From an optimization exercise on the open Yosys and OpenROAD flow, aimed at small area, a short achievable clock period and few clock cycles; shortcuts taken in it are not production practice. Only simulation tests tie the RTL to the original design; equivalence was not proved.

==> flow/design.v <==
module sisb_alu (
    input  wire        clk,
    input  wire        rst,           
    input  wire        in_valid,
    output wire        in_ready,
    input  wire [3:0]  in_op,
    input  wire [15:0] in_a,
    input  wire [15:0] in_b,
    output reg         out_valid,
    output reg  [15:0] out_result,
    output reg         out_ovf,
    output reg         out_fatal,
    output reg  [1:0]  out_cause
);
    function [3:0] msb16(input [15:0] x);
        reg h8, h4, h2, h1;
        reg [7:0] y8;
        reg [3:0] y4;
        reg [1:0] y2;
        begin
            h8 = |x[15:8];  y8 = h8 ? x[15:8] : x[7:0];
            h4 = |y8[7:4];  y4 = h4 ? y8[7:4] : y8[3:0];
            h2 = |y4[3:2];  y2 = h2 ? y4[3:2] : y4[1:0];
            h1 = y2[1];
            msb16 = {h8, h4, h2, h1};
        end
    endfunction
    function [15:0] lenval(input [15:0] x);
        reg [15:0] n, pre;
        integer i;
        begin
            n = ~x;
            pre[0] = 1'b1;
            for (i = 1; i < 16; i = i + 1) pre[i] = pre[i-1] & n[i-1];
            lenval = x[15] ? (n | pre) : x;
        end
    endfunction
    function [5:0] booth(input [4:0] w);
        begin
            booth[5] = w[3] ^ w[2];
            booth[4] = (w[4] & ~w[3] & ~w[2]) | (~w[4] & w[3] & w[2]);
            booth[3] = w[4];
            booth[2] = w[1] ^ w[0];
            booth[1] = (w[2] & ~w[1] & ~w[0]) | (~w[2] & w[1] & w[0]);
            booth[0] = w[2];
        end
    endfunction
    function [4:0] window(input [15:0] v, input [1:0] g);
        reg [16:0] vx;
        begin
            vx = {v, 1'b0};
            case (g)
                2'd0: window = vx[4:0];
                2'd1: window = vx[8:4];
                2'd2: window = vx[12:8];
                default: window = vx[16:12];
            endcase
        end
    endfunction
    function [1:0] ndig(input [15:0] x);
        begin
            if (x[15:3] == {13{x[15]}})      ndig = 2'd0;
            else if (x[15:7] == {9{x[15]}})  ndig = 2'd1;
            else if (x[15:11] == {5{x[15]}}) ndig = 2'd2;
            else                             ndig = 2'd3;
        end
    endfunction
    reg        xv;           
    reg        xfirst;       
    reg        m_mul, m_div, m_pow;    
    reg        s_add, s_log, s_shl, s_shr;   
    reg        x_sub;        
    reg  [1:0] x_lsel;       
    reg        x_fatal;
    reg  [1:0] x_cause;
    reg        x_ovfc;       
    reg        d_sa, d_sb, d_rem;      
    reg        x_fill;       
    reg [15:0] xa, xb, xm;
    reg  [4:0] cnt;          
    reg  [1:0] dc;           
    reg  [5:0] bsel;         
    reg        mfirst;       
    reg        ph;           
    wire [17:0] shl_out = {{2{xb[15]}}, xb} << cnt[3:0];
    wire        a_sub   = m_div ? (d_sa == d_sb) : x_sub;
    wire [17:0] add_y   = a_sub ? ~shl_out : shl_out;
    wire [17:0] add_x   = {{2{xa[15]}}, xa};
    wire [17:0] sum     = add_x + add_y + {17'd0, a_sub};
    wire        add_ovf = sum[16] ^ sum[15];
    wire [17:0] z_t = add_x ^ add_y;
    wire [17:0] z_c = {add_x[16:0] | add_y[16:0], a_sub};
    wire        sum_zero = (z_t == z_c);
    wire [15:0] fill_mask = ~(16'hFFFF << cnt[3:0]);
    wire [15:0] shr_rev = shl_out[15:0] | (fill_mask & {16{x_fill}});
    reg  [15:0] shr_out;
    integer ri;
    always @(*) for (ri = 0; ri < 16; ri = ri + 1) shr_out[ri] = shr_rev[15 - ri];
    reg  [15:0] log_out;
    always @(*) begin
        case (x_lsel)
            2'd0:    log_out = xa & xb;
            2'd1:    log_out = xa | xb;
            default: log_out = xa ^ xb;
        endcase
    end
    wire        d_neg  = cnt[4];                   
    wire        d_acc  = ~d_neg & (d_sa ? (sum[17] | sum_zero) : ~sum[17]);
    wire [15:0] d_r_n  = d_acc ? sum[15:0] : xa;
    wire [15:0] q_in   = xfirst ? 16'd0 : out_result;
    wire [14:0] q_neg_hi = ~q_in[14:0] + 15'd1;
    wire        qneg   = d_sa ^ d_sb;
    wire        d_last = d_neg | (cnt[3:0] == 4'd0);
    wire [15:0] d_res1 = (d_last & d_rem) ? sum[15:0] :
                         (d_last & qneg)  ? {~q_in[14:0], 1'b1} : {q_in[14:0], 1'b1};
    wire [15:0] d_res0 = (d_last & d_rem) ? xa :
                         (d_last & qneg)  ? {q_neg_hi, 1'b0} : {q_in[14:0], 1'b0};
    wire [15:0] d_res  = d_acc ? d_res1 : d_res0;
    wire        d_ovf  = ~d_rem & ~qneg & q_in[14];
    wire        bh_one = bsel[5], bh_two = bsel[4], bh_neg = bsel[3];
    wire        bl_one = bsel[2], bl_two = bsel[1], bl_neg = bsel[0];
    wire [21:0] mx  = {{6{xm[15]}}, xm};
    wire [21:0] mx2 = {{5{xm[15]}}, xm, 1'b0};
    wire [21:0] pph = ((bh_one ? mx : 22'd0) | (bh_two ? mx2 : 22'd0)) ^ {22{bh_neg}};
    wire [21:0] ppl = ((bl_one ? mx : 22'd0) | (bl_two ? mx2 : 22'd0)) ^ {22{bl_neg}};
    wire [15:0] p_in = mfirst ? 16'd0 : out_result;
    wire [21:0] pacc = {{2{p_in[15]}}, p_in, 1'b0, bh_neg, 1'b0, bl_neg};
    wire [21:0] mac  = pacc + {pph[19:0], 2'b00} + ppl;
    wire        mac_oor = (mac[21:15] != {7{mac[15]}});
    wire        st_in   = xfirst ? 1'b0 : out_ovf;
    wire        mac_ovf = st_in | mac_oor;
    wire        m_end   = (dc == 2'd0);           
    wire [15:0] msrc    = ph ? xa : xm;           
    wire [15:0] xbl     = {xb[14:0], 1'b0};
    wire        p_bit   = xbl[cnt[3:0]];          
    wire        pow_last = m_end & (ph | ~p_bit) & (cnt[3:0] == 4'd1);
    wire [1:0]  nd_xa   = ndig(xa);
    wire [1:0]  nd_mac  = ndig(mac[15:0]);
    wire x_done = ~(m_mul | m_div | m_pow) | (m_mul & m_end)
                | (m_div & d_last)
                | (m_pow & pow_last);
    assign in_ready = ~xv | x_done;
    wire accept = in_valid & in_ready;
    wire i_add = (in_op == 4'h0), i_sub = (in_op == 4'h1), i_mul = (in_op == 4'h2);
    wire i_div = (in_op == 4'h3), i_pow = (in_op == 4'h4), i_rem = (in_op == 4'h5);
    wire i_and = (in_op == 4'h6), i_or  = (in_op == 4'h7), i_xor = (in_op == 4'h8);
    wire i_not = (in_op == 4'h9), i_shl = (in_op == 4'hA), i_shr = (in_op == 4'hB);
    wire i_rsv = (in_op[3:2] == 2'b11);
    wire i_dr  = i_div | i_rem;
    wire i_sh  = i_shl | i_shr;
    wire b_zero    = (in_b == 16'd0);
    wire b_one     = (in_b == 16'd1);
    wire shift_bad = (in_b[15:4] != 12'd0);
    wire fat_div   = i_dr & b_zero;
    wire fat_pow   = i_pow & in_b[15];
    wire fat_sh    = i_sh & shift_bad;
    wire i_fatal   = fat_div | fat_pow | fat_sh | i_rsv;
    wire [1:0] i_cause = i_rsv ? 2'd3 : fat_pow ? 2'd2 : fat_sh ? 2'd1 : 2'd0;
    wire [15:0] la = lenval(in_a);
    wire [15:0] lb = lenval(in_b);
    wire [3:0]  ia = msb16(la);
    wire [3:0]  ib = msb16(lb);
    wire [4:0]  d_s  = {1'b0, ia} - {1'b0, ib};
    wire a_zero  = (in_a == 16'd0);
    wire a_one   = (in_a == 16'd1);
    wire a_mone  = (in_a == 16'hFFFF);
    wire p_small = b_zero | b_one | a_zero | a_one | a_mone;
    wire p_evbig = ~in_a[0] & (in_b[15:4] != 12'd0);    
    wire p_gen   = i_pow & ~in_b[15] & ~p_small & ~p_evbig;
    wire [1:0] na = ndig(in_a);
    wire [1:0] nb = ndig(in_b);
    wire       mswap = (nb < na);    
    wire [5:0] bs_a  = booth(window(in_a, na));
    wire [5:0] bs_b  = booth(window(in_b, nb));
    reg [15:0] a_rev;
    integer ai;
    always @(*) for (ai = 0; ai < 16; ai = ai + 1) a_rev[ai] = in_a[15 - ai];
    wire [15:0] pow_small_val = b_zero ? 16'd1 : a_mone ? {{15{in_b[0]}}, 1'b1} : in_a;
    always @(posedge clk) begin
        if (rst) begin
            xv <= 1'b0;
            out_valid <= 1'b0;
        end else begin
            out_valid <= xv & x_done;
            if (accept) xv <= 1'b1;
            else if (x_done) xv <= 1'b0;
        end
    end
    always @(posedge clk) begin
        if (accept) begin
            xfirst  <= 1'b1;
            mfirst  <= 1'b1;
            ph      <= i_mul;
            dc      <= (i_mul & mswap) ? nb : na;
            bsel    <= (i_mul & mswap) ? bs_b : bs_a;
            m_mul   <= i_mul;
            m_div   <= i_dr & ~b_zero;
            m_pow   <= p_gen;
            s_add   <= i_add | i_sub;
            s_shl   <= i_shl & ~shift_bad;
            s_shr   <= i_shr & ~shift_bad;
            s_log   <= i_and | i_or | i_xor | i_not | (i_pow & ~in_b[15] & ~p_gen);
            x_sub   <= i_sub;
            x_lsel  <= i_and ? 2'd0 : (i_xor | i_not) ? 2'd2 : 2'd1;
            x_fatal <= i_fatal;
            x_cause <= i_cause;
            x_ovfc  <= i_pow & ~in_b[15] & ~p_small & p_evbig;
            d_sa    <= in_a[15];
            d_sb    <= in_b[15];
            d_rem   <= i_rem;
            x_fill  <= in_a[15];
            if (i_mul)
                xa <= mswap ? in_b : in_a;
            else if (i_pow & ~p_gen)
                xa <= (p_evbig & ~p_small) ? 16'd0 : pow_small_val;
            else
                xa <= in_a;
            if (i_shl)
                xb <= in_a;
            else if (i_shr)
                xb <= a_rev;
            else if (i_not)
                xb <= 16'hFFFF;
            else if (i_pow & ~p_gen)
                xb <= 16'd0;
            else
                xb <= in_b;
            xm <= (i_mul & ~mswap) ? in_b : in_a;
            if (i_sh)
                cnt <= {1'b0, in_b[3:0]};
            else if (i_dr)
                cnt <= d_s;                  
            else if (i_pow)
                cnt <= {1'b0, ib};
            else
                cnt <= 5'd0;
        end else begin
            xfirst <= 1'b0;
            if (m_div) begin
                xa  <= d_r_n;
                cnt <= {1'b0, cnt[3:0] - 4'd1};
            end
            if (m_mul | m_pow) begin
                dc     <= dc - 2'd1;
                bsel   <= booth(window(msrc, dc - 2'd1));
                mfirst <= m_end;
                if (m_pow & m_end) begin
                    xm <= mac[15:0];
                    if (~ph & p_bit) begin
                        ph   <= 1'b1;
                        dc   <= nd_xa;
                        bsel <= booth(window(xa, nd_xa));
                    end else begin
                        ph   <= 1'b0;
                        cnt  <= {1'b0, cnt[3:0] - 4'd1};
                        dc   <= nd_mac;
                        bsel <= booth(window(mac[15:0], nd_mac));
                    end
                end
            end
        end
    end
    always @(posedge clk) begin
        if (m_mul | m_pow) begin
            out_result <= mac[15:0];
            out_ovf    <= mac_ovf;
            out_fatal  <= 1'b0;
            out_cause  <= 2'd0;
        end else if (m_div) begin
            out_result <= d_res;
            out_ovf    <= d_ovf;
            out_fatal  <= 1'b0;
            out_cause  <= 2'd0;
        end else begin
            out_result <= x_fatal ? 16'd0 :
                          s_add ? sum[15:0] :
                          s_shl ? shl_out[15:0] :
                          s_shr ? shr_out :
                          s_log ? log_out : 16'd0;
            out_ovf    <= ~x_fatal & (s_add ? add_ovf : x_ovfc);
            out_fatal  <= x_fatal;
            out_cause  <= x_fatal ? x_cause : 2'd0;
        end
    end
endmodule
clock: 11.0 ns
lec_check: 0
abc_area: 1
cap_margin: 20
core_margin: 2
core_utilization: 40
slew_margin: 20
standard.sh (not shown) runs the stock make flow with config.mk's settings and CLKGATE_MAP_FILE= SYNTH_SCRIPT=/design/flow/synth_recipe.tcl, a recipe that flattens the netlist after the stock synthesis.
==> flow/flow/run.sh <==
#!/bin/bash
# The standard layout (standard.sh, all steps unchanged), except that the
# port buffers that buffer_ports inserts on every input and output are plain
# buffers (buf_2) instead of the delay cells it picks by default, and
# repair_timing aims for 5.5 ns of setup slack (the SDC is unchanged).
# The full output of the flow goes to standard.log; ORFS keeps each step's
# log under orfs/logs/.
set -e
export SETUP_SLACK_MARGIN=5.5
export BUFFER_PORTS_ARGS="-buffer_cell sky130_fd_sc_hd__buf_2"
bash standard.sh > standard.log 2>&1
Testbench counts at the start, summed over its fixed seeds: cycles 28,382.
Change:
--- a/flow/design.v
+++ b/flow/design.v
@@ -75,25 +75,25 @@
     reg  [1:0] x_cause;
     reg        x_ovfc;       
     reg        d_sa, d_sb, d_rem;      
     reg        x_fill;       
     reg [15:0] xa, xb, xm;
-    reg  [4:0] cnt;          
+    reg  [3:0] cnt;          
     reg  [1:0] dc;           
     reg  [5:0] bsel;         
     reg        mfirst;       
     reg        ph;           
-    wire [17:0] shl_out = {{2{xb[15]}}, xb} << cnt[3:0];
+    wire [17:0] shl_out = {{2{xb[15]}}, xb} << cnt;
     wire        a_sub   = m_div ? (d_sa == d_sb) : x_sub;
     wire [17:0] add_y   = a_sub ? ~shl_out : shl_out;
     wire [17:0] add_x   = {{2{xa[15]}}, xa};
     wire [17:0] sum     = add_x + add_y + {17'd0, a_sub};
     wire        add_ovf = sum[16] ^ sum[15];
     wire [17:0] z_t = add_x ^ add_y;
     wire [17:0] z_c = {add_x[16:0] | add_y[16:0], a_sub};
     wire        sum_zero = (z_t == z_c);
-    wire [15:0] fill_mask = ~(16'hFFFF << cnt[3:0]);
+    wire [15:0] fill_mask = ~(16'hFFFF << cnt);
     wire [15:0] shr_rev = shl_out[15:0] | (fill_mask & {16{x_fill}});
     reg  [15:0] shr_out;
     integer ri;
     always @(*) for (ri = 0; ri < 16; ri = ri + 1) shr_out[ri] = shr_rev[15 - ri];
     reg  [15:0] log_out;
@@ -102,17 +102,16 @@
             2'd0:    log_out = xa & xb;
             2'd1:    log_out = xa | xb;
             default: log_out = xa ^ xb;
         endcase
     end
-    wire        d_neg  = cnt[4];                   
-    wire        d_acc  = ~d_neg & (d_sa ? (sum[17] | sum_zero) : ~sum[17]);
+    wire        d_acc  = d_sa ? (sum[17] | sum_zero) : ~sum[17];
     wire [15:0] d_r_n  = d_acc ? sum[15:0] : xa;
     wire [15:0] q_in   = xfirst ? 16'd0 : out_result;
     wire [14:0] q_neg_hi = ~q_in[14:0] + 15'd1;
     wire        qneg   = d_sa ^ d_sb;
-    wire        d_last = d_neg | (cnt[3:0] == 4'd0);
+    wire        d_last = (cnt == 4'd0);
     wire [15:0] d_res1 = (d_last & d_rem) ? sum[15:0] :
                          (d_last & qneg)  ? {~q_in[14:0], 1'b1} : {q_in[14:0], 1'b1};
     wire [15:0] d_res0 = (d_last & d_rem) ? xa :
                          (d_last & qneg)  ? {q_neg_hi, 1'b0} : {q_in[14:0], 1'b0};
     wire [15:0] d_res  = d_acc ? d_res1 : d_res0;
@@ -130,12 +129,12 @@
     wire        st_in   = xfirst ? 1'b0 : out_ovf;
     wire        mac_ovf = st_in | mac_oor;
     wire        m_end   = (dc == 2'd0);           
     wire [15:0] msrc    = ph ? xa : xm;           
     wire [15:0] xbl     = {xb[14:0], 1'b0};
-    wire        p_bit   = xbl[cnt[3:0]];          
-    wire        pow_last = m_end & (ph | ~p_bit) & (cnt[3:0] == 4'd1);
+    wire        p_bit   = xbl[cnt];               
+    wire        pow_last = m_end & (ph | ~p_bit) & (cnt == 4'd1);
     wire [1:0]  nd_xa   = ndig(xa);
     wire [1:0]  nd_mac  = ndig(mac[15:0]);
     wire x_done = ~(m_mul | m_div | m_pow) | (m_mul & m_end)
                 | (m_div & d_last)
                 | (m_pow & pow_last);
@@ -159,10 +158,11 @@
     wire [15:0] la = lenval(in_a);
     wire [15:0] lb = lenval(in_b);
     wire [3:0]  ia = msb16(la);
     wire [3:0]  ib = msb16(lb);
     wire [4:0]  d_s  = {1'b0, ia} - {1'b0, ib};
+    wire        d_quick = a_zero | d_s[4];           
     wire a_zero  = (in_a == 16'd0);
     wire a_one   = (in_a == 16'd1);
     wire a_mone  = (in_a == 16'hFFFF);
     wire p_small = b_zero | b_one | a_zero | a_one | a_mone;
     wire p_evbig = ~in_a[0] & (in_b[15:4] != 12'd0);    
@@ -225,22 +225,22 @@
                 xb <= 16'd0;
             else
                 xb <= in_b;
             xm <= (i_mul & ~mswap) ? in_b : in_a;
             if (i_sh)
-                cnt <= {1'b0, in_b[3:0]};
+                cnt <= in_b[3:0];
             else if (i_dr)
-                cnt <= d_s;                  
+                cnt <= d_quick ? 4'd0 : d_s[3:0];
             else if (i_pow)
-                cnt <= {1'b0, ib};
+                cnt <= ib;
             else
-                cnt <= 5'd0;
+                cnt <= 4'd0;
         end else begin
             xfirst <= 1'b0;
             if (m_div) begin
                 xa  <= d_r_n;
-                cnt <= {1'b0, cnt[3:0] - 4'd1};
+                cnt <= cnt - 4'd1;
             end
             if (m_mul | m_pow) begin
                 dc     <= dc - 2'd1;
                 bsel   <= booth(window(msrc, dc - 2'd1));
                 mfirst <= m_end;
@@ -250,11 +250,11 @@
                         ph   <= 1'b1;
                         dc   <= nd_xa;
                         bsel <= booth(window(xa, nd_xa));
                     end else begin
                         ph   <= 1'b0;
-                        cnt  <= {1'b0, cnt[3:0] - 4'd1};
+                        cnt  <= cnt - 4'd1;
                         dc   <= nd_mac;
                         bsel <= booth(window(mac[15:0], nd_mac));
                     end
                 end
             end
After rerunning:
- design area goes up by 2.4%
- hold slack improved by 0.022 ns
- clock-buffer cell count is unchanged
- non-clock buffer count came out higher by 24
- cell count goes up by 1.8%
- worst setup slack loses 0.016 ns
- die area is higher by 0.50%
- via count came out higher by 0.91%
Testbench counts after the change, summed over its fixed seeds: cycles 28,382.

-- what the ideal ports hide --
The flow's constraints put no driver on any port. The routed layouts listed below were extracted and timed again, unchanged, in two steps. Step 1 sets driving cells, clkbuf_16 on the clock port and buf_2 on the other inputs (assumed; they add their load-dependent delay and slew). Step 2 times the ports against the registers' clock, not the clock port: input delays grow and output delays shrink by t, the midpoint of the rising clock arrivals with the driver on. Slacks: ideal ports / drivers / drivers and shift; pairs: ideal ports / drivers.
run | shift t [ns] | slack for setup (ns) | latest minus earliest clock arrival (ns)
the first run | 0.419 | 5.651 / 5.599 / 5.375 | 0.024 / 0.023
the second run | 0.413 | 5.635 / 5.645 / 5.232 | 0.014 / 0.014
After both steps every run listed still meets setup and hold. The setup slack of the second run, which loses most, moves by +0.010 ns with the drivers and by -0.403 ns with both steps.
